Background: an optimization exercise with open tools, aiming at small area. Do not read the settings as production practice.
Only simulation tests tie the RTL to the original design; equivalence was not proved.
No activity file was given, so power comes from the tool's default toggle rates.

==> design.v <==
module fs_config (
    input  wire [5:0] idx,
    input  wire [1:0] s,
    input  wire       c,
    output wire [7:0] tx,
    output wire       mom,
    output wire       has_led
);
  wire i5 = idx[5], i4 = idx[4], i3 = idx[3], i2 = idx[2], i1 = idx[1], i0 = idx[0];
  wire s1 = s[1], s0 = s[0];
  wire t7, t6, t5, t4, t3, t2, t1, t0, led;
  assign tx = {t7, t6, t5, t4, t3, t2, t1, t0};
  assign has_led = led;
  wire new_n20, new_n21, new_n22, new_n23, new_n24, new_n25, new_n26,
    new_n27, new_n29, new_n30, new_n31, new_n32, new_n33, new_n34, new_n35,
    new_n36, new_n37, new_n38, new_n39, new_n40, new_n41, new_n42, new_n43,
    new_n44, new_n45, new_n46, new_n47, new_n48, new_n49, new_n50, new_n51,
    new_n52, new_n53, new_n54, new_n55, new_n56, new_n57, new_n58, new_n59,
    new_n60, new_n61, new_n62, new_n63, new_n64, new_n65, new_n66, new_n67,
    new_n68, new_n69, new_n70, new_n71, new_n72, new_n73, new_n74, new_n75,
    new_n76, new_n77, new_n78, new_n79, new_n80, new_n81, new_n82, new_n83,
    new_n84, new_n85, new_n86, new_n87, new_n88, new_n89, new_n90, new_n91,
    new_n92, new_n93, new_n94, new_n95, new_n96, new_n97, new_n98, new_n99,
    new_n100, new_n101, new_n102, new_n103, new_n104, new_n105, new_n106,
    new_n107, new_n108, new_n109, new_n110, new_n111, new_n112, new_n113,
    new_n114, new_n115, new_n116, new_n117, new_n118, new_n119, new_n120,
    new_n121, new_n122, new_n123, new_n124, new_n125, new_n126, new_n127,
    new_n128, new_n129, new_n130, new_n131, new_n132, new_n133, new_n134,
    new_n135, new_n136, new_n137, new_n138, new_n139, new_n140, new_n141,
    new_n142, new_n143, new_n144, new_n145, new_n146, new_n147, new_n148,
    new_n149, new_n150, new_n151, new_n152, new_n153, new_n154, new_n155,
    new_n156, new_n157, new_n158, new_n159, new_n160, new_n161, new_n162,
    new_n163, new_n164, new_n165, new_n166, new_n167, new_n168, new_n169,
    new_n170, new_n171, new_n172, new_n173, new_n174, new_n175, new_n176,
    new_n177, new_n178, new_n179, new_n180, new_n181, new_n182, new_n183,
    new_n184, new_n185, new_n186, new_n187, new_n188, new_n189, new_n190,
    new_n191, new_n192, new_n193, new_n194, new_n196, new_n197, new_n198,
    new_n199, new_n200, new_n201, new_n202, new_n203, new_n204, new_n205,
    new_n206, new_n207, new_n208, new_n209, new_n210, new_n211, new_n212,
    new_n213, new_n214, new_n215, new_n216, new_n217, new_n218, new_n219,
    new_n220, new_n221, new_n222, new_n223, new_n224, new_n225, new_n226,
    new_n227, new_n228, new_n229, new_n230, new_n231, new_n232, new_n233,
    new_n234, new_n235, new_n236, new_n237, new_n238, new_n239, new_n240,
    new_n241, new_n242, new_n243, new_n244, new_n245, new_n246, new_n247,
    new_n248, new_n249, new_n250, new_n251, new_n252, new_n253, new_n254,
    new_n255, new_n256, new_n257, new_n258, new_n259, new_n260, new_n262,
    new_n263, new_n264, new_n265, new_n266, new_n267, new_n268, new_n269,
    new_n270, new_n271, new_n272, new_n273, new_n274, new_n275, new_n276,
    new_n277, new_n278, new_n279, new_n280, new_n281, new_n282, new_n283,
    new_n284, new_n285, new_n286, new_n287, new_n288, new_n289, new_n291,
    new_n292, new_n293, new_n294, new_n295, new_n296, new_n297, new_n298,
    new_n299, new_n300, new_n301, new_n302, new_n303, new_n304, new_n305,
    new_n306, new_n307, new_n308, new_n309, new_n310, new_n311, new_n312,
    new_n313, new_n314, new_n315, new_n316, new_n317, new_n318, new_n319,
    new_n320, new_n321, new_n322, new_n323, new_n324, new_n325, new_n326,
    new_n327, new_n328, new_n329, new_n330, new_n331, new_n332, new_n333,
    new_n334, new_n335, new_n336, new_n337, new_n338, new_n339, new_n340,
    new_n341, new_n342, new_n343, new_n344, new_n345, new_n346, new_n347,
    new_n348, new_n350, new_n351, new_n352, new_n353, new_n354, new_n355,
    new_n356, new_n357, new_n358, new_n359, new_n360, new_n361, new_n362,
    new_n363, new_n364, new_n365, new_n366, new_n367, new_n368, new_n369,
    new_n370, new_n371, new_n372, new_n373, new_n374, new_n375, new_n376,
    new_n377, new_n378, new_n379, new_n380, new_n381, new_n382, new_n383,
    new_n384, new_n385, new_n386, new_n387, new_n388, new_n389, new_n390,
    new_n392, new_n393, new_n394, new_n395, new_n396, new_n397, new_n398,
    new_n399, new_n400, new_n401, new_n402, new_n403, new_n404, new_n405,
    new_n406, new_n407, new_n408, new_n409, new_n410, new_n411, new_n412,
    new_n413, new_n414, new_n415, new_n416, new_n417, new_n418, new_n419,
    new_n420, new_n421, new_n422, new_n423, new_n424, new_n425, new_n426,
    new_n427, new_n428, new_n429, new_n430, new_n432, new_n433, new_n434,
    new_n435, new_n436, new_n437, new_n438, new_n439, new_n440, new_n441,
    new_n442, new_n443, new_n444, new_n445, new_n446, new_n447, new_n448,
    new_n449, new_n450, new_n451, new_n452, new_n453, new_n454, new_n455,
    new_n456, new_n457, new_n458, new_n459, new_n460, new_n461, new_n462,
    new_n463, new_n464, new_n465, new_n466, new_n467, new_n468, new_n469,
    new_n470, new_n471, new_n472, new_n473, new_n474, new_n475, new_n476,
    new_n477, new_n478, new_n480, new_n481, new_n482, new_n483, new_n484,
    new_n485, new_n486, new_n487, new_n488, new_n489, new_n490, new_n491,
    new_n492, new_n493, new_n495, new_n496, new_n497, new_n498, new_n499,
    new_n500, new_n501, new_n502, new_n503, new_n504;
  assign new_n20 = s1 & ~s0;
  assign new_n21 = ~i4 & ~i0;
  assign new_n22 = ~i5 & i2;
  assign new_n23 = ~i3 & new_n22;
  assign new_n24 = i1 & new_n23;
  assign new_n25 = new_n21 & new_n24;
  assign new_n26 = new_n20 & new_n25;
  assign new_n27 = ~s1 & s0;
  assign t7 = new_n26 | new_n27;
  assign new_n29 = i4 & i2;
  assign new_n30 = ~i4 & ~i2;
  assign new_n31 = ~new_n29 & ~new_n30;
  assign new_n32 = i5 & ~new_n31;
  assign new_n33 = i0 & new_n32;
  assign new_n34 = ~i5 & ~i4;
  assign new_n35 = i2 & new_n34;
  assign new_n36 = ~new_n33 & ~new_n35;
  assign new_n37 = i1 & i0;
  assign new_n38 = i5 & ~i2;
  assign new_n39 = i4 & new_n38;
  assign new_n40 = i4 & i1;
  assign new_n41 = ~i2 & new_n37;
  assign new_n42 = new_n40 & ~new_n41;
  assign new_n43 = ~new_n39 & ~new_n42;
  assign new_n44 = new_n37 & new_n43;
  assign new_n45 = new_n36 & new_n44;
  assign new_n46 = i4 & ~i2;
  assign new_n47 = ~i3 & new_n37;
  assign new_n48 = new_n46 & new_n47;
  assign new_n49 = i3 & i0;
  assign new_n50 = i5 & i2;
  assign new_n51 = new_n49 & new_n50;
  assign new_n52 = ~new_n48 & ~new_n51;
  assign new_n53 = i1 & new_n21;
  assign new_n54 = ~i3 & ~i2;
  assign new_n55 = ~new_n50 & ~new_n54;
  assign new_n56 = new_n53 & new_n55;
  assign new_n57 = ~i5 & ~i2;
  assign new_n58 = i4 & new_n57;
  assign new_n59 = ~i1 & new_n58;
  assign new_n60 = ~i4 & ~new_n38;
  assign new_n61 = ~i1 & i0;
  assign new_n62 = ~new_n46 & new_n61;
  assign new_n63 = ~new_n60 & new_n62;
  assign new_n64 = ~new_n59 & ~new_n63;
  assign new_n65 = ~new_n56 & new_n64;
  assign new_n66 = new_n52 & new_n65;
  assign new_n67 = i5 & i4;
  assign new_n68 = i3 & ~new_n67;
  assign new_n69 = ~i1 & ~i0;
  assign new_n70 = ~new_n60 & new_n69;
  assign new_n71 = ~new_n68 & new_n70;
  assign new_n72 = ~i3 & ~i0;
  assign new_n73 = new_n67 & new_n72;
  assign new_n74 = new_n20 & ~new_n73;
  assign new_n75 = ~new_n71 & new_n74;
  assign new_n76 = new_n66 & new_n75;
  assign new_n77 = ~new_n45 & new_n76;
  assign new_n78 = s1 & s0;
  assign new_n79 = ~i5 & new_n69;
  assign new_n80 = ~new_n46 & new_n79;
  assign new_n81 = ~new_n50 & ~new_n58;
  assign new_n82 = i4 & ~new_n81;
  assign new_n83 = i1 & ~i0;
  assign new_n84 = ~new_n54 & ~new_n83;
  assign new_n85 = new_n82 & new_n84;
  assign new_n86 = new_n47 & ~new_n58;
  assign new_n87 = c & ~new_n86;
  assign new_n88 = ~i4 & i3;
  assign new_n89 = new_n22 & new_n88;
  assign new_n90 = new_n87 & ~new_n89;
  assign new_n91 = ~i3 & i0;
  assign new_n92 = ~new_n21 & ~new_n91;
  assign new_n93 = new_n57 & new_n61;
  assign new_n94 = new_n50 & new_n72;
  assign new_n95 = ~new_n93 & ~new_n94;
  assign new_n96 = ~new_n92 & ~new_n95;
  assign new_n97 = new_n90 & ~new_n96;
  assign new_n98 = ~new_n85 & new_n97;
  assign new_n99 = ~new_n80 & new_n98;
  assign new_n100 = i0 & new_n57;
  assign new_n101 = ~i1 & new_n50;
  assign new_n102 = i5 & new_n21;
  assign new_n103 = ~new_n101 & ~new_n102;
  assign new_n104 = ~new_n100 & new_n103;
  assign new_n105 = ~i4 & new_n69;
  assign new_n106 = ~new_n37 & ~new_n105;
  assign new_n107 = ~i5 & i1;
  assign new_n108 = new_n29 & new_n107;
  assign new_n109 = i1 & new_n38;
  assign new_n110 = ~new_n108 & ~new_n109;
  assign new_n111 = new_n106 & new_n110;
  assign new_n112 = new_n104 & new_n111;
  assign new_n113 = ~c & ~new_n112;
  assign new_n114 = ~new_n99 & ~new_n113;
  assign new_n115 = ~i3 & ~new_n114;
  assign new_n116 = ~i4 & i2;
  assign new_n117 = i4 & i0;
  assign new_n118 = ~new_n116 & ~new_n117;
  assign new_n119 = new_n115 & ~new_n118;
  assign new_n120 = ~i2 & new_n88;
  assign new_n121 = ~i4 & new_n23;
  assign new_n122 = ~new_n120 & ~new_n121;
  assign new_n123 = ~i5 & i3;
  assign new_n124 = new_n29 & new_n123;
  assign new_n125 = i5 & ~i3;
  assign new_n126 = ~i2 & new_n125;
  assign new_n127 = ~i1 & ~new_n126;
  assign new_n128 = ~new_n124 & new_n127;
  assign new_n129 = ~new_n46 & ~new_n50;
  assign new_n130 = new_n91 & new_n129;
  assign new_n131 = new_n50 & new_n88;
  assign new_n132 = ~c & ~new_n131;
  assign new_n133 = ~new_n130 & new_n132;
  assign new_n134 = new_n128 & new_n133;
  assign new_n135 = new_n122 & new_n134;
  assign new_n136 = i2 & ~i1;
  assign new_n137 = i5 & ~i4;
  assign new_n138 = new_n91 & new_n137;
  assign new_n139 = new_n136 & new_n138;
  assign new_n140 = new_n135 & ~new_n139;
  assign new_n141 = ~new_n22 & ~new_n54;
  assign new_n142 = ~new_n88 & new_n141;
  assign new_n143 = ~i1 & ~new_n142;
  assign new_n144 = new_n90 & new_n143;
  assign new_n145 = ~new_n140 & ~new_n144;
  assign new_n146 = ~i3 & new_n57;
  assign new_n147 = ~i0 & c;
  assign new_n148 = ~new_n146 & new_n147;
  assign new_n149 = ~new_n82 & new_n148;
  assign new_n150 = i0 & ~c;
  assign new_n151 = ~new_n46 & new_n123;
  assign new_n152 = new_n150 & new_n151;
  assign new_n153 = i1 & ~new_n152;
  assign new_n154 = c & new_n91;
  assign new_n155 = ~c & new_n50;
  assign new_n156 = new_n92 & new_n155;
  assign new_n157 = ~new_n154 & ~new_n156;
  assign new_n158 = new_n153 & new_n157;
  assign new_n159 = ~new_n149 & new_n158;
  assign new_n160 = new_n145 & ~new_n159;
  assign new_n161 = c & ~new_n81;
  assign new_n162 = ~c & new_n81;
  assign new_n163 = new_n83 & ~new_n162;
  assign new_n164 = ~new_n161 & new_n163;
  assign new_n165 = i3 & ~new_n164;
  assign new_n166 = ~new_n38 & new_n165;
  assign new_n167 = new_n160 & ~new_n166;
  assign new_n168 = new_n38 & new_n147;
  assign new_n169 = ~new_n43 & new_n150;
  assign new_n170 = ~new_n168 & ~new_n169;
  assign new_n171 = new_n165 & new_n170;
  assign new_n172 = new_n31 & ~new_n98;
  assign new_n173 = ~new_n171 & new_n172;
  assign new_n174 = ~new_n167 & ~new_n173;
  assign new_n175 = ~new_n119 & ~new_n174;
  assign new_n176 = i4 & new_n175;
  assign new_n177 = new_n46 & new_n49;
  assign new_n178 = c & new_n177;
  assign new_n179 = ~new_n176 & ~new_n178;
  assign new_n180 = new_n21 & new_n126;
  assign new_n181 = ~new_n160 & ~new_n180;
  assign new_n182 = c & new_n66;
  assign new_n183 = ~c & ~new_n66;
  assign new_n184 = new_n30 & ~new_n183;
  assign new_n185 = ~new_n182 & new_n184;
  assign new_n186 = new_n136 & new_n145;
  assign new_n187 = new_n165 & ~new_n186;
  assign new_n188 = ~new_n185 & new_n187;
  assign new_n189 = new_n170 & new_n188;
  assign new_n190 = ~new_n115 & ~new_n189;
  assign new_n191 = new_n105 & new_n190;
  assign new_n192 = new_n181 & ~new_n191;
  assign new_n193 = new_n179 & new_n192;
  assign new_n194 = new_n78 & ~new_n193;
  assign t6 = new_n77 | new_n194;
  assign new_n196 = new_n38 & new_n61;
  assign new_n197 = ~c & ~new_n196;
  assign new_n198 = ~new_n186 & new_n197;
  assign new_n199 = new_n179 & new_n188;
  assign new_n200 = i2 & c;
  assign new_n201 = ~i4 & ~new_n200;
  assign new_n202 = ~new_n188 & ~new_n201;
  assign new_n203 = ~i5 & ~new_n47;
  assign new_n204 = ~new_n135 & new_n203;
  assign new_n205 = ~new_n202 & new_n204;
  assign new_n206 = ~new_n199 & new_n205;
  assign new_n207 = new_n39 & new_n83;
  assign new_n208 = ~new_n93 & ~new_n207;
  assign new_n209 = new_n87 & new_n208;
  assign new_n210 = ~new_n206 & new_n209;
  assign new_n211 = ~new_n198 & ~new_n210;
  assign new_n212 = ~new_n98 & ~new_n134;
  assign new_n213 = new_n21 & ~new_n167;
  assign new_n214 = new_n190 & new_n213;
  assign new_n215 = ~new_n212 & ~new_n214;
  assign new_n216 = i4 & new_n72;
  assign new_n217 = ~new_n215 & new_n216;
  assign new_n218 = i2 & ~i0;
  assign new_n219 = new_n160 & new_n218;
  assign new_n220 = ~i0 & ~new_n116;
  assign new_n221 = ~new_n105 & new_n220;
  assign new_n222 = new_n190 & new_n221;
  assign new_n223 = ~new_n219 & ~new_n222;
  assign new_n224 = ~new_n217 & new_n223;
  assign new_n225 = ~i5 & ~i3;
  assign new_n226 = ~new_n153 & ~new_n215;
  assign new_n227 = ~new_n225 & new_n226;
  assign new_n228 = i5 & i3;
  assign new_n229 = ~new_n61 & ~new_n117;
  assign new_n230 = i0 & new_n81;
  assign new_n231 = new_n229 & new_n230;
  assign new_n232 = new_n228 & new_n231;
  assign new_n233 = s1 & ~new_n232;
  assign new_n234 = ~new_n227 & new_n233;
  assign new_n235 = new_n224 & new_n234;
  assign new_n236 = ~new_n211 & new_n235;
  assign new_n237 = s0 & ~new_n236;
  assign new_n238 = new_n69 & ~new_n122;
  assign new_n239 = new_n46 & new_n107;
  assign new_n240 = ~i3 & new_n239;
  assign new_n241 = new_n74 & ~new_n240;
  assign new_n242 = i1 & new_n125;
  assign new_n243 = ~new_n31 & new_n242;
  assign new_n244 = i2 & new_n83;
  assign new_n245 = ~new_n225 & new_n244;
  assign new_n246 = ~new_n243 & ~new_n245;
  assign new_n247 = new_n241 & new_n246;
  assign new_n248 = ~new_n238 & new_n247;
  assign new_n249 = ~i3 & ~i1;
  assign new_n250 = ~i2 & ~i0;
  assign new_n251 = i4 & new_n250;
  assign new_n252 = ~new_n228 & new_n251;
  assign new_n253 = ~new_n59 & ~new_n252;
  assign new_n254 = ~new_n249 & ~new_n253;
  assign new_n255 = i3 & new_n136;
  assign new_n256 = ~new_n41 & ~new_n255;
  assign new_n257 = new_n67 & ~new_n256;
  assign new_n258 = new_n49 & new_n257;
  assign new_n259 = ~new_n254 & ~new_n258;
  assign new_n260 = new_n248 & new_n259;
  assign t5 = new_n237 | new_n260;
  assign new_n262 = new_n91 & new_n109;
  assign new_n263 = new_n50 & new_n61;
  assign new_n264 = new_n57 & new_n83;
  assign new_n265 = ~new_n263 & ~new_n264;
  assign new_n266 = i3 & ~i2;
  assign new_n267 = new_n61 & new_n266;
  assign new_n268 = new_n265 & ~new_n267;
  assign new_n269 = ~new_n262 & new_n268;
  assign new_n270 = i4 & ~new_n269;
  assign new_n271 = ~new_n42 & new_n265;
  assign new_n272 = i3 & ~new_n271;
  assign new_n273 = i3 & ~i1;
  assign new_n274 = ~i4 & i0;
  assign new_n275 = ~new_n50 & new_n274;
  assign new_n276 = ~new_n273 & new_n275;
  assign new_n277 = ~new_n109 & new_n276;
  assign new_n278 = i2 & new_n69;
  assign new_n279 = ~new_n34 & new_n278;
  assign new_n280 = ~new_n228 & new_n279;
  assign new_n281 = ~new_n180 & ~new_n280;
  assign new_n282 = ~new_n277 & new_n281;
  assign new_n283 = ~new_n272 & new_n282;
  assign new_n284 = ~new_n270 & new_n283;
  assign new_n285 = s1 & ~new_n284;
  assign new_n286 = ~s0 & ~new_n285;
  assign new_n287 = new_n117 & new_n161;
  assign new_n288 = new_n78 & ~new_n287;
  assign new_n289 = ~new_n190 & new_n288;
  assign t4 = ~new_n286 & ~new_n289;
  assign new_n291 = new_n37 & new_n123;
  assign new_n292 = new_n20 & ~new_n291;
  assign new_n293 = new_n83 & new_n228;
  assign new_n294 = ~i3 & new_n69;
  assign new_n295 = ~new_n293 & ~new_n294;
  assign new_n296 = new_n292 & new_n295;
  assign new_n297 = ~i3 & ~new_n50;
  assign new_n298 = new_n53 & ~new_n297;
  assign new_n299 = ~i5 & new_n251;
  assign new_n300 = ~new_n298 & ~new_n299;
  assign new_n301 = new_n38 & new_n105;
  assign new_n302 = ~new_n57 & new_n61;
  assign new_n303 = new_n31 & new_n302;
  assign new_n304 = ~new_n301 & ~new_n303;
  assign new_n305 = new_n300 & new_n304;
  assign new_n306 = new_n296 & new_n305;
  assign new_n307 = ~new_n34 & ~new_n54;
  assign new_n308 = new_n230 & new_n307;
  assign new_n309 = ~new_n21 & new_n229;
  assign new_n310 = ~new_n104 & new_n309;
  assign new_n311 = ~new_n308 & ~new_n310;
  assign new_n312 = new_n306 & new_n311;
  assign new_n313 = ~new_n61 & ~new_n83;
  assign new_n314 = new_n206 & new_n313;
  assign new_n315 = ~new_n34 & new_n226;
  assign new_n316 = c & new_n36;
  assign new_n317 = ~c & ~new_n299;
  assign new_n318 = ~new_n249 & ~new_n317;
  assign new_n319 = ~new_n316 & new_n318;
  assign new_n320 = s1 & ~new_n319;
  assign new_n321 = ~new_n175 & new_n320;
  assign new_n322 = ~new_n315 & new_n321;
  assign new_n323 = ~new_n314 & new_n322;
  assign new_n324 = ~s1 & ~new_n93;
  assign new_n325 = ~new_n262 & new_n324;
  assign new_n326 = ~i3 & new_n83;
  assign new_n327 = new_n30 & new_n326;
  assign new_n328 = ~new_n48 & ~new_n327;
  assign new_n329 = new_n24 & new_n309;
  assign new_n330 = new_n328 & ~new_n329;
  assign new_n331 = new_n325 & new_n330;
  assign new_n332 = new_n228 & new_n250;
  assign new_n333 = ~new_n50 & ~new_n125;
  assign new_n334 = new_n61 & new_n333;
  assign new_n335 = ~new_n332 & ~new_n334;
  assign new_n336 = i4 & ~new_n335;
  assign new_n337 = ~new_n120 & ~new_n298;
  assign new_n338 = new_n107 & ~new_n337;
  assign new_n339 = i1 & new_n51;
  assign new_n340 = new_n105 & new_n125;
  assign new_n341 = new_n21 & new_n136;
  assign new_n342 = ~new_n340 & ~new_n341;
  assign new_n343 = ~new_n339 & new_n342;
  assign new_n344 = ~new_n338 & new_n343;
  assign new_n345 = ~new_n336 & new_n344;
  assign new_n346 = new_n331 & new_n345;
  assign new_n347 = s0 & ~new_n346;
  assign new_n348 = ~new_n323 & new_n347;
  assign t3 = new_n312 | new_n348;
  assign new_n350 = new_n117 & ~new_n333;
  assign new_n351 = s1 & ~new_n327;
  assign new_n352 = ~new_n350 & new_n351;
  assign new_n353 = ~new_n255 & ~new_n294;
  assign new_n354 = ~i5 & ~new_n353;
  assign new_n355 = ~new_n39 & new_n307;
  assign new_n356 = ~new_n229 & ~new_n355;
  assign new_n357 = ~new_n29 & new_n242;
  assign new_n358 = ~new_n102 & ~new_n108;
  assign new_n359 = ~new_n357 & new_n358;
  assign new_n360 = ~new_n356 & new_n359;
  assign new_n361 = ~new_n354 & new_n360;
  assign new_n362 = new_n352 & ~new_n361;
  assign new_n363 = ~s1 & ~new_n177;
  assign new_n364 = new_n22 & new_n61;
  assign new_n365 = ~new_n94 & ~new_n364;
  assign new_n366 = ~new_n240 & new_n365;
  assign new_n367 = new_n363 & new_n366;
  assign new_n368 = ~new_n137 & new_n245;
  assign new_n369 = ~i1 & new_n46;
  assign new_n370 = i1 & new_n30;
  assign new_n371 = ~new_n369 & ~new_n370;
  assign new_n372 = new_n355 & ~new_n371;
  assign new_n373 = ~new_n368 & ~new_n372;
  assign new_n374 = new_n367 & new_n373;
  assign new_n375 = ~i5 & new_n31;
  assign new_n376 = ~new_n32 & new_n249;
  assign new_n377 = ~new_n375 & new_n376;
  assign new_n378 = ~new_n231 & ~new_n377;
  assign new_n379 = new_n374 & new_n378;
  assign new_n380 = s0 & ~new_n379;
  assign new_n381 = ~new_n362 & ~new_n380;
  assign new_n382 = new_n78 & ~new_n339;
  assign new_n383 = ~new_n222 & new_n382;
  assign new_n384 = ~new_n206 & new_n383;
  assign new_n385 = ~new_n67 & new_n160;
  assign new_n386 = ~new_n190 & new_n385;
  assign new_n387 = ~new_n181 & ~new_n386;
  assign new_n388 = ~i1 & new_n175;
  assign new_n389 = ~new_n387 & ~new_n388;
  assign new_n390 = new_n384 & new_n389;
  assign t2 = ~new_n381 & ~new_n390;
  assign new_n392 = ~new_n136 & ~new_n224;
  assign new_n393 = i1 & ~new_n387;
  assign new_n394 = new_n29 & new_n190;
  assign new_n395 = new_n78 & new_n132;
  assign new_n396 = ~new_n394 & new_n395;
  assign new_n397 = new_n393 & new_n396;
  assign new_n398 = new_n38 & new_n393;
  assign new_n399 = new_n78 & new_n215;
  assign new_n400 = ~new_n398 & new_n399;
  assign new_n401 = ~new_n397 & ~new_n400;
  assign new_n402 = ~new_n392 & ~new_n401;
  assign new_n403 = i5 & new_n120;
  assign new_n404 = ~new_n23 & ~new_n403;
  assign new_n405 = ~new_n34 & ~new_n68;
  assign new_n406 = new_n37 & ~new_n405;
  assign new_n407 = new_n404 & new_n406;
  assign new_n408 = new_n117 & new_n273;
  assign new_n409 = ~new_n293 & ~new_n332;
  assign new_n410 = ~new_n408 & new_n409;
  assign new_n411 = ~new_n72 & ~new_n107;
  assign new_n412 = new_n29 & ~new_n411;
  assign new_n413 = ~new_n139 & ~new_n412;
  assign new_n414 = new_n410 & new_n413;
  assign new_n415 = ~new_n30 & new_n72;
  assign new_n416 = ~new_n294 & ~new_n369;
  assign new_n417 = ~new_n415 & ~new_n416;
  assign new_n418 = new_n325 & ~new_n417;
  assign new_n419 = new_n414 & new_n418;
  assign new_n420 = ~new_n407 & new_n419;
  assign new_n421 = s0 & ~new_n420;
  assign new_n422 = ~new_n59 & ~new_n279;
  assign new_n423 = new_n352 & new_n422;
  assign new_n424 = i0 & ~new_n404;
  assign new_n425 = new_n123 & ~new_n370;
  assign new_n426 = ~new_n242 & ~new_n425;
  assign new_n427 = ~i0 & ~new_n426;
  assign new_n428 = ~new_n424 & ~new_n427;
  assign new_n429 = new_n423 & new_n428;
  assign new_n430 = ~new_n421 & ~new_n429;
  assign t1 = ~new_n402 & ~new_n430;
  assign new_n432 = ~new_n38 & ~new_n274;
  assign new_n433 = new_n249 & ~new_n432;
  assign new_n434 = new_n120 & new_n313;
  assign new_n435 = ~new_n252 & ~new_n434;
  assign new_n436 = new_n396 & new_n435;
  assign new_n437 = ~i5 & ~new_n328;
  assign new_n438 = ~s0 & ~new_n301;
  assign new_n439 = ~new_n138 & ~new_n408;
  assign new_n440 = i4 & new_n79;
  assign new_n441 = new_n439 & ~new_n440;
  assign new_n442 = new_n438 & new_n441;
  assign new_n443 = ~new_n41 & ~new_n244;
  assign new_n444 = ~new_n34 & ~new_n67;
  assign new_n445 = new_n92 & ~new_n444;
  assign new_n446 = ~new_n443 & new_n445;
  assign new_n447 = ~new_n273 & ~new_n326;
  assign new_n448 = new_n29 & ~new_n447;
  assign new_n449 = ~new_n446 & ~new_n448;
  assign new_n450 = new_n442 & new_n449;
  assign new_n451 = ~new_n437 & new_n450;
  assign new_n452 = ~new_n436 & ~new_n451;
  assign new_n453 = ~new_n433 & ~new_n452;
  assign new_n454 = new_n30 & new_n91;
  assign new_n455 = ~new_n415 & ~new_n454;
  assign new_n456 = ~i5 & ~new_n455;
  assign new_n457 = i4 & new_n339;
  assign new_n458 = new_n72 & ~new_n371;
  assign new_n459 = ~new_n457 & ~new_n458;
  assign new_n460 = ~new_n456 & new_n459;
  assign new_n461 = new_n116 & ~new_n313;
  assign new_n462 = ~new_n109 & ~new_n461;
  assign new_n463 = i3 & ~new_n462;
  assign new_n464 = ~new_n263 & ~new_n340;
  assign new_n465 = new_n363 & new_n464;
  assign new_n466 = ~new_n257 & ~new_n329;
  assign new_n467 = new_n465 & new_n466;
  assign new_n468 = ~new_n463 & new_n467;
  assign new_n469 = new_n460 & new_n468;
  assign new_n470 = ~new_n453 & ~new_n469;
  assign new_n471 = new_n22 & new_n294;
  assign new_n472 = ~new_n470 & ~new_n471;
  assign new_n473 = ~s1 & ~s0;
  assign new_n474 = new_n23 & ~new_n61;
  assign new_n475 = ~new_n267 & ~new_n474;
  assign new_n476 = new_n98 & new_n475;
  assign new_n477 = new_n384 & new_n476;
  assign new_n478 = ~new_n473 & ~new_n477;
  assign t0 = ~new_n472 & new_n478;
  assign new_n480 = ~i2 & ~new_n313;
  assign new_n481 = ~new_n350 & new_n480;
  assign new_n482 = ~new_n326 & ~new_n481;
  assign new_n483 = i4 & ~new_n482;
  assign new_n484 = ~new_n101 & ~new_n121;
  assign new_n485 = new_n91 & ~new_n484;
  assign new_n486 = ~new_n39 & ~new_n89;
  assign new_n487 = ~i0 & ~new_n486;
  assign new_n488 = new_n40 & ~new_n333;
  assign new_n489 = new_n69 & ~new_n125;
  assign new_n490 = ~new_n31 & new_n489;
  assign new_n491 = ~new_n488 & ~new_n490;
  assign new_n492 = ~new_n487 & new_n491;
  assign new_n493 = ~new_n485 & new_n492;
  assign mom = new_n483 | ~new_n493;
  assign new_n495 = ~new_n291 & new_n439;
  assign new_n496 = i2 & ~new_n495;
  assign new_n497 = ~i0 & new_n131;
  assign new_n498 = ~new_n146 & ~new_n497;
  assign new_n499 = new_n313 & ~new_n498;
  assign new_n500 = new_n62 & new_n125;
  assign new_n501 = ~new_n239 & ~new_n500;
  assign new_n502 = ~new_n25 & new_n501;
  assign new_n503 = ~new_n499 & new_n502;
  assign new_n504 = ~new_n496 & new_n503;
  assign led = ~new_n232 & new_n504;
endmodule
module switch_debounce_fsm #(
    parameter integer N              = 64,
    parameter integer DEBOUNCE_TICKS = 1000,
    parameter integer IDX_W          = 6,
    parameter integer TIMER_W        = 10
) (
    input  wire             clk,
    input  wire             rst,         
    input  wire             init_done,
    input  wire [N-1:0]     sw,
    output wire             led_we,
    output wire [IDX_W-1:0] led_idx,
    output wire             led_val,
    output wire             tx_valid,
    output wire [7:0]       tx_data,
    input  wire             tx_ready
);
  localparam integer M = 27;   
  localparam [4:0] P_HOLD     = 5'b00000;
  localparam [4:0] P_BREAD    = 5'b00100;
  localparam [4:0] P_SAMPLE   = 5'b01000;
  localparam [4:0] P_WAIT     = 5'b01100;
  localparam [4:0] P_RESAMPLE = 5'b10000;
  localparam [4:0] P_LED      = 5'b10100;   
  localparam [4:0] P_BLED     = 5'b11100;   
  localparam [4:0] P_TX0      = 5'b00001;   
  localparam [4:0] P_TX1      = 5'b00010;
  localparam [4:0] P_TX2      = 5'b00011;
  localparam [4:0] P_BTX0     = 5'b00101;
  localparam [4:0] P_BTX1     = 5'b00110;
  localparam [4:0] P_BTX2     = 5'b00111;
  reg [4:0]         phase;
  reg [IDX_W-1:0]   idx;
  reg [TIMER_W-1:0] timer;
  reg [N-1:0]       rref;
  reg [M-1:0]       mon;
  wire       cfg_mom;
  wire       cfg_has_led;
  wire       cur_on = cfg_mom ? mon[0] : rref[0];
  fs_config u_cfg (
      .idx    (idx),
      .s      (phase[1:0]),
      .c      (cur_on),
      .tx     (tx_data),
      .mom    (cfg_mom),
      .has_led(cfg_has_led)
  );
  wire raw      = sw[idx];
  wire same     = (raw == rref[0]);
  wire last_idx = &idx;
  localparam [TIMER_W-1:0] T_LAST = 10'h2B2;
  wire [TIMER_W-1:0] t_step = {timer[8:0], ~(timer[9] ^ timer[6])};
  wire               t_end  = (timer == T_LAST);
  reg [4:0] phase_n;
  reg       adv;       
  reg       wr_ref;    
  reg       ref_n;
  reg       tog;       
  always @* begin
    phase_n = phase;
    adv     = 1'b0;
    wr_ref  = 1'b0;
    ref_n   = raw;
    tog     = 1'b0;
    case (phase)
      P_HOLD: if (init_done) phase_n = P_BREAD;
      P_BREAD: begin
        adv    = 1'b1;
        wr_ref = 1'b1;
        ref_n  = raw & ~cfg_mom;
        if (last_idx) phase_n = P_BLED;
      end
      P_SAMPLE: begin
        if (same) adv = 1'b1;
        else      phase_n = P_WAIT;
      end
      P_WAIT: if (t_end) phase_n = P_RESAMPLE;
      P_RESAMPLE: begin
        wr_ref = 1'b1;
        if (same || (cfg_mom && !raw)) begin
          adv     = 1'b1;
          phase_n = P_SAMPLE;
        end else begin
          tog     = cfg_mom;
          phase_n = P_LED;
        end
      end
      P_LED:  phase_n = P_TX0;
      P_BLED: phase_n = P_BTX0;
      P_TX0:  if (tx_ready) phase_n = P_TX1;
      P_TX1:  if (tx_ready) phase_n = P_TX2;
      P_BTX0: if (tx_ready) phase_n = P_BTX1;
      P_BTX1: if (tx_ready) phase_n = P_BTX2;
      P_TX2: begin
        if (tx_ready) begin
          adv     = 1'b1;
          phase_n = P_SAMPLE;
        end
      end
      P_BTX2: begin
        if (tx_ready) begin
          adv     = 1'b1;
          phase_n = last_idx ? P_SAMPLE : P_BLED;
        end
      end
      default: phase_n = P_HOLD;
    endcase
  end
  always @(posedge clk) begin
    if (rst) begin
      phase <= P_HOLD;
      idx   <= {IDX_W{1'b0}};
    end else begin
      phase <= phase_n;
      if (adv) idx <= idx + 1'b1;
    end
  end
  always @(posedge clk) begin
    timer <= (phase == P_WAIT) ? t_step : {TIMER_W{1'b0}};
  end
  wire ref_head = wr_ref ? ref_n : rref[0];
  wire mon_head = (phase == P_BREAD) ? 1'b0 : (mon[0] ^ tog);
  always @(posedge clk) begin
    if (adv) rref <= {ref_head, rref[N-1:1]};
    else     rref[0] <= ref_head;
    if (adv && cfg_mom) mon <= {mon_head, mon[M-1:1]};
    else                mon[0] <= mon_head;
  end
  assign led_we   = phase[4] & phase[2] & cfg_has_led;
  assign led_idx  = led_we ? idx : {IDX_W{1'b0}};
  assign led_val  = led_we & cur_on;
  assign tx_valid = phase[1] | phase[0];
endmodule
==> run.sh <==
#!/bin/bash
# synth_recipe.tcl (not shown) runs the flow's synth.tcl, then flattens the netlist and writes it again
# the make line also repeats each setting of config.mk as NAME=value (left out here)
make -C /OpenROAD-flow-scripts/flow DESIGN_CONFIG=/design/flow/config.mk WORK_HOME=/design/flow/orfs CLKGATE_MAP_FILE= SYNTH_SCRIPT=/design/flow/synth_recipe.tcl finish
==> config.mk <==
export PLATFORM = sky130hd
export DESIGN_NAME = switch_debounce_fsm
export DESIGN_NICKNAME = switch_debounce_fsm
export VERILOG_FILES = /design/flow/design.v
export SDC_FILE = /design/flow/constraint.sdc
export NUM_CORES = 4
export LEC_CHECK = 0
export ABC_AREA = 1
export CAP_MARGIN = 20
export CORE_MARGIN = 2
export CORE_UTILIZATION = 40
export SLEW_MARGIN = 20
==> constraint.sdc <==
create_clock -name core_clock -period 10.0 [get_ports {clk}]
set_input_delay 2.0000 -clock core_clock [delete_from_list [all_inputs] [get_ports {clk}]]
set_output_delay 2.0000 -clock core_clock [all_outputs]
set_load 0.01 [all_outputs]
==> results_dict.tcl <==
set metrics [dict create \
    first_global_vias 6043 \
    firstDrtPassIters 5 \
    hold_slack_ps 419 \
    finalHoldViolCount 0 \
    reg2regPathDepth 16 \
    max_cap_viol_count 0 \
    seq_area_frac_synth 0.491 \
    synth_top_area_share 0.419 \
    overflow 0 \
    period_minus_slack_ps 6600 \
    hold_buffers 0 \
    area_delta_synth_final_pct 20.5 \
    synthTopCellsByArea "edfxtp_1 (42%), nor2_1 (8.4%), nand2_1 (8.3%)" \
    hpwl_mm 17.6 \
    netlist_area_sq_um 6380 \
    min_path_type "flop to flop" \
    portBuffers 84 \
    h-tree-depth 3 \
    postCtsSetupBuffers 0 \
    dieArea_sq_um 17000 \
    synthMostInstantiatedCell "nor2_1" \
    place_congestion 1.01 \
    drv_slew 0 \
    nNetsFinal 935 \
    clkTransAtPathRegs_ps 80 \
    cp_common_cell "nand2_1" \
    synth-main-ff-cell "edfxtp_1" \
    finalPower_mw 2.11 \
    coreArea_sq_um 15700 \
    grt_usage 0.282 \
    p_leak_nw 2.97 \
    tightestPinTransition_ps 961 \
    cpPeakStageDelay_ps 570 \
    antenna_cells 0 \
    synth_cells 789 \
    vias 6192 \
    ant_nets 0 \
    outcome "timing/DRC/antenna clean" \
    io_pins 85 \
    regToRegSetupSlack_ps 5010 \
    core.rowCount 46 \
    postSynthAreaPerCell_sq_um 8.09 \
    ys_warn_count 1 \
    cts_buffers 9 \
    rsz0062_at_grt "no" \
    die_x_um 130 \
    syn-num-nets 869 \
    drive_gt1_frac 0.0570 \
    worstReg2RegEnd "mon[21]$_DFFE_PP_" \
    power_density_nw_per_um2 275 \
    tns_ps 0 \
    worstPathMaxFanout 50 \
    dr.first_iter.drc_count 718 \
    die_y_um 130 \
    vias_per_cell 5.75 \
    grt_start_max_net_pins 78 \
    timing.slew.headroom 0.360 \
    clk_latency_ps 360 \
    clock_path_buffers 2 \
    clock_skew_ps 10.2 \
    grt_pass1_wl_mm 35.3 \
    cts_sinks 112 \
    synth_common_cells "nor2_1 (142), nand2_1 (141), edfxtp_1 (89)" \
    required_ps 8000 \
    start_util 0.406 \
    worstReg2RegStart "idx[0]$_SDFFE_PP0P_" \
    holdCritStartpoint "rref[62]$_DFFE_PP_" \
    setup_viol_count_final 0 \
    yosys.area.top_type "edfxtp_1" \
    ir_drop_uv 129 \
    cpMaxStageDelayCell "clkdlybuf4s50_1" \
    cts_resized 0 \
    cts_tree "built" \
    critPathArrivalTime_ps 4600 \
    start_kind "flop" \
    fmax_mhz 152 \
    cp-end-kind "primary output" \
    synth_edf_count 89 \
    wl_mm 23.7 \
    post-route-period-util 0.660 \
    hold_depth 0 \
    antenna_found_initial 1 \
    cts_root_buffer "clkbuf_16" \
    hold_end "rref[61]$_DFFE_PP_" \
    synth-seq-cells 112 \
    ys_async_sr_fraction 0 \
    critPathKind "flop to primary output" \
    ys_types 45 \
    drc 0 \
    wl_per_cell_um 22.1 \
]
==> layer usage <==
layer | routed length (um) | global-route usage
met2 | 10700 | 0.448
met4 | 1280 | 0.148
met1 | 9790 | 0.363
met3 | 1990 | 0.0562
met5 | 11 | 0
==> through the flow <==
stage               worst slack (ps)  utilization  std cells  instance area, sq um
detailed placement              3890        0.469       1060                  7370
global route                    2970        0.490       1076                  7690
CTS                             3470        0.490       1076                  7690
finish                          3400        0.490       1076                  7690
global placement                3950        0.469       1060                  7370
floorplan                       4940            -        789                  6380
==> registers in the layout, summed over array words and instances, names as in the netlist <==
| register | count |
|---|---|
| rref | 64 |
| mon | 27 |
| timer | 10 |
| idx | 6 |
| phase | 5 |
==> critical path, delay by kind of cell, from the launching register on <==
kind | cells | cell delay (ps)
adders and majority gates | 1 | 450
buffers and inverters | 5 | 1460
DFF | 1 | 330
and+or+nand+nor | 17 | 1660
AOI/OAI and AO/OA | 2 | 290
==> worst max-delay path by stage <==
stage                                   start    endpoint  cells past startpoint
after floorplan           idx[0]$_SDFFE_PP0P_  tx_data[5]                     28
after global placement    idx[0]$_SDFFE_PP0P_  tx_data[1]                     23
after detailed placement  idx[0]$_SDFFE_PP0P_  tx_data[1]                     25
after CTS                 idx[0]$_SDFFE_PP0P_  tx_data[1]                     25
after global routing      idx[0]$_SDFFE_PP0P_  tx_data[1]                     25
final                     idx[0]$_SDFFE_PP0P_  tx_data[1]                     25
==> logic make-up after synthesis <==
logic type / count (synthesis) / synth area share
AOI/OAI and AO/OA: 144 / 0.134
and+or+nand+nor: 392 / 0.267
xor gates and xnor gates: 1 / 0.00137
DFF: 112 / 0.491
buffers and inverters: 128 / 0.0837
adders and majority gates: 12 / 0.0235
==> final cells by class <==
class	instances	area [sq um]
fill	1516	8020
sequential	112	3130
multi-input combinational	549	2730
timing repair buffer	91	893
inverter	92	345
tap	216	270
clock buffer	9	225
clock inverter	7	97.6
==> placed cells by master (no fill, tap or decap), types with 2 or more instances in the layout <==
cell,count
a211oi_1,3
a21oi_1,24
a221oi_1,2
a31oi_1,7
buf_4,7
clkbuf_16,9
clkdlybuf4s50_1,84
clkinv_8,2
dfxtp_1,23
edfxtp_1,89
ha_1,12
inv_1,85
inv_2,7
inv_6,2
nand2_1,141
nand2_2,6
nand2_4,3
nand3_1,45
nand3b_1,4
nand4_1,11
nor2_1,142
nor2_2,3
nor2_4,3
nor3_1,23
nor4_1,7
o2111ai_1,3
o211ai_1,4
o21a_1,2
o21ai_0,64
o21ai_1,5
o21bai_1,2
o221ai_1,7
o22ai_1,13
==> report_power, final <==
group          internal, mW  total [mW]  switching (mW)  leakage (nW)
clock network         0.185       0.371           0.186         0.157
registers             0.756       0.818          0.0624         0.968
logic                 0.261       0.923           0.662          1.84
total                  1.20        2.11           0.911          2.97

re-timing with driven ports:
In the flow no input, the clock included, has a driving cell. The finished layout below was timed again as built, in two steps.
Step 1: set_driving_cell puts a clkbuf_16 on clk and a buf_2 on each other input, an assumption about the parent block.
Step 2, shift: input delay + t, output delay - t, t = (earliest + latest rising clock arrival at the registers) / 2. This alone moves slack from input paths to output paths.
a / b / c = ideal / step 1 / step 2; a / b = the first two.
t (ns): 0.399
setup WS [ns]: 3.402 / 3.358 / 3.757
hold WS [ns]: 0.419 / 0.419 / 0.419
slew at the worst register clock pin (ns): 0.08 / 0.08
After both steps setup and hold are still met in this run. The setup slack of this run moves by -0.044 ns with the drivers and by +0.355 ns with both steps.
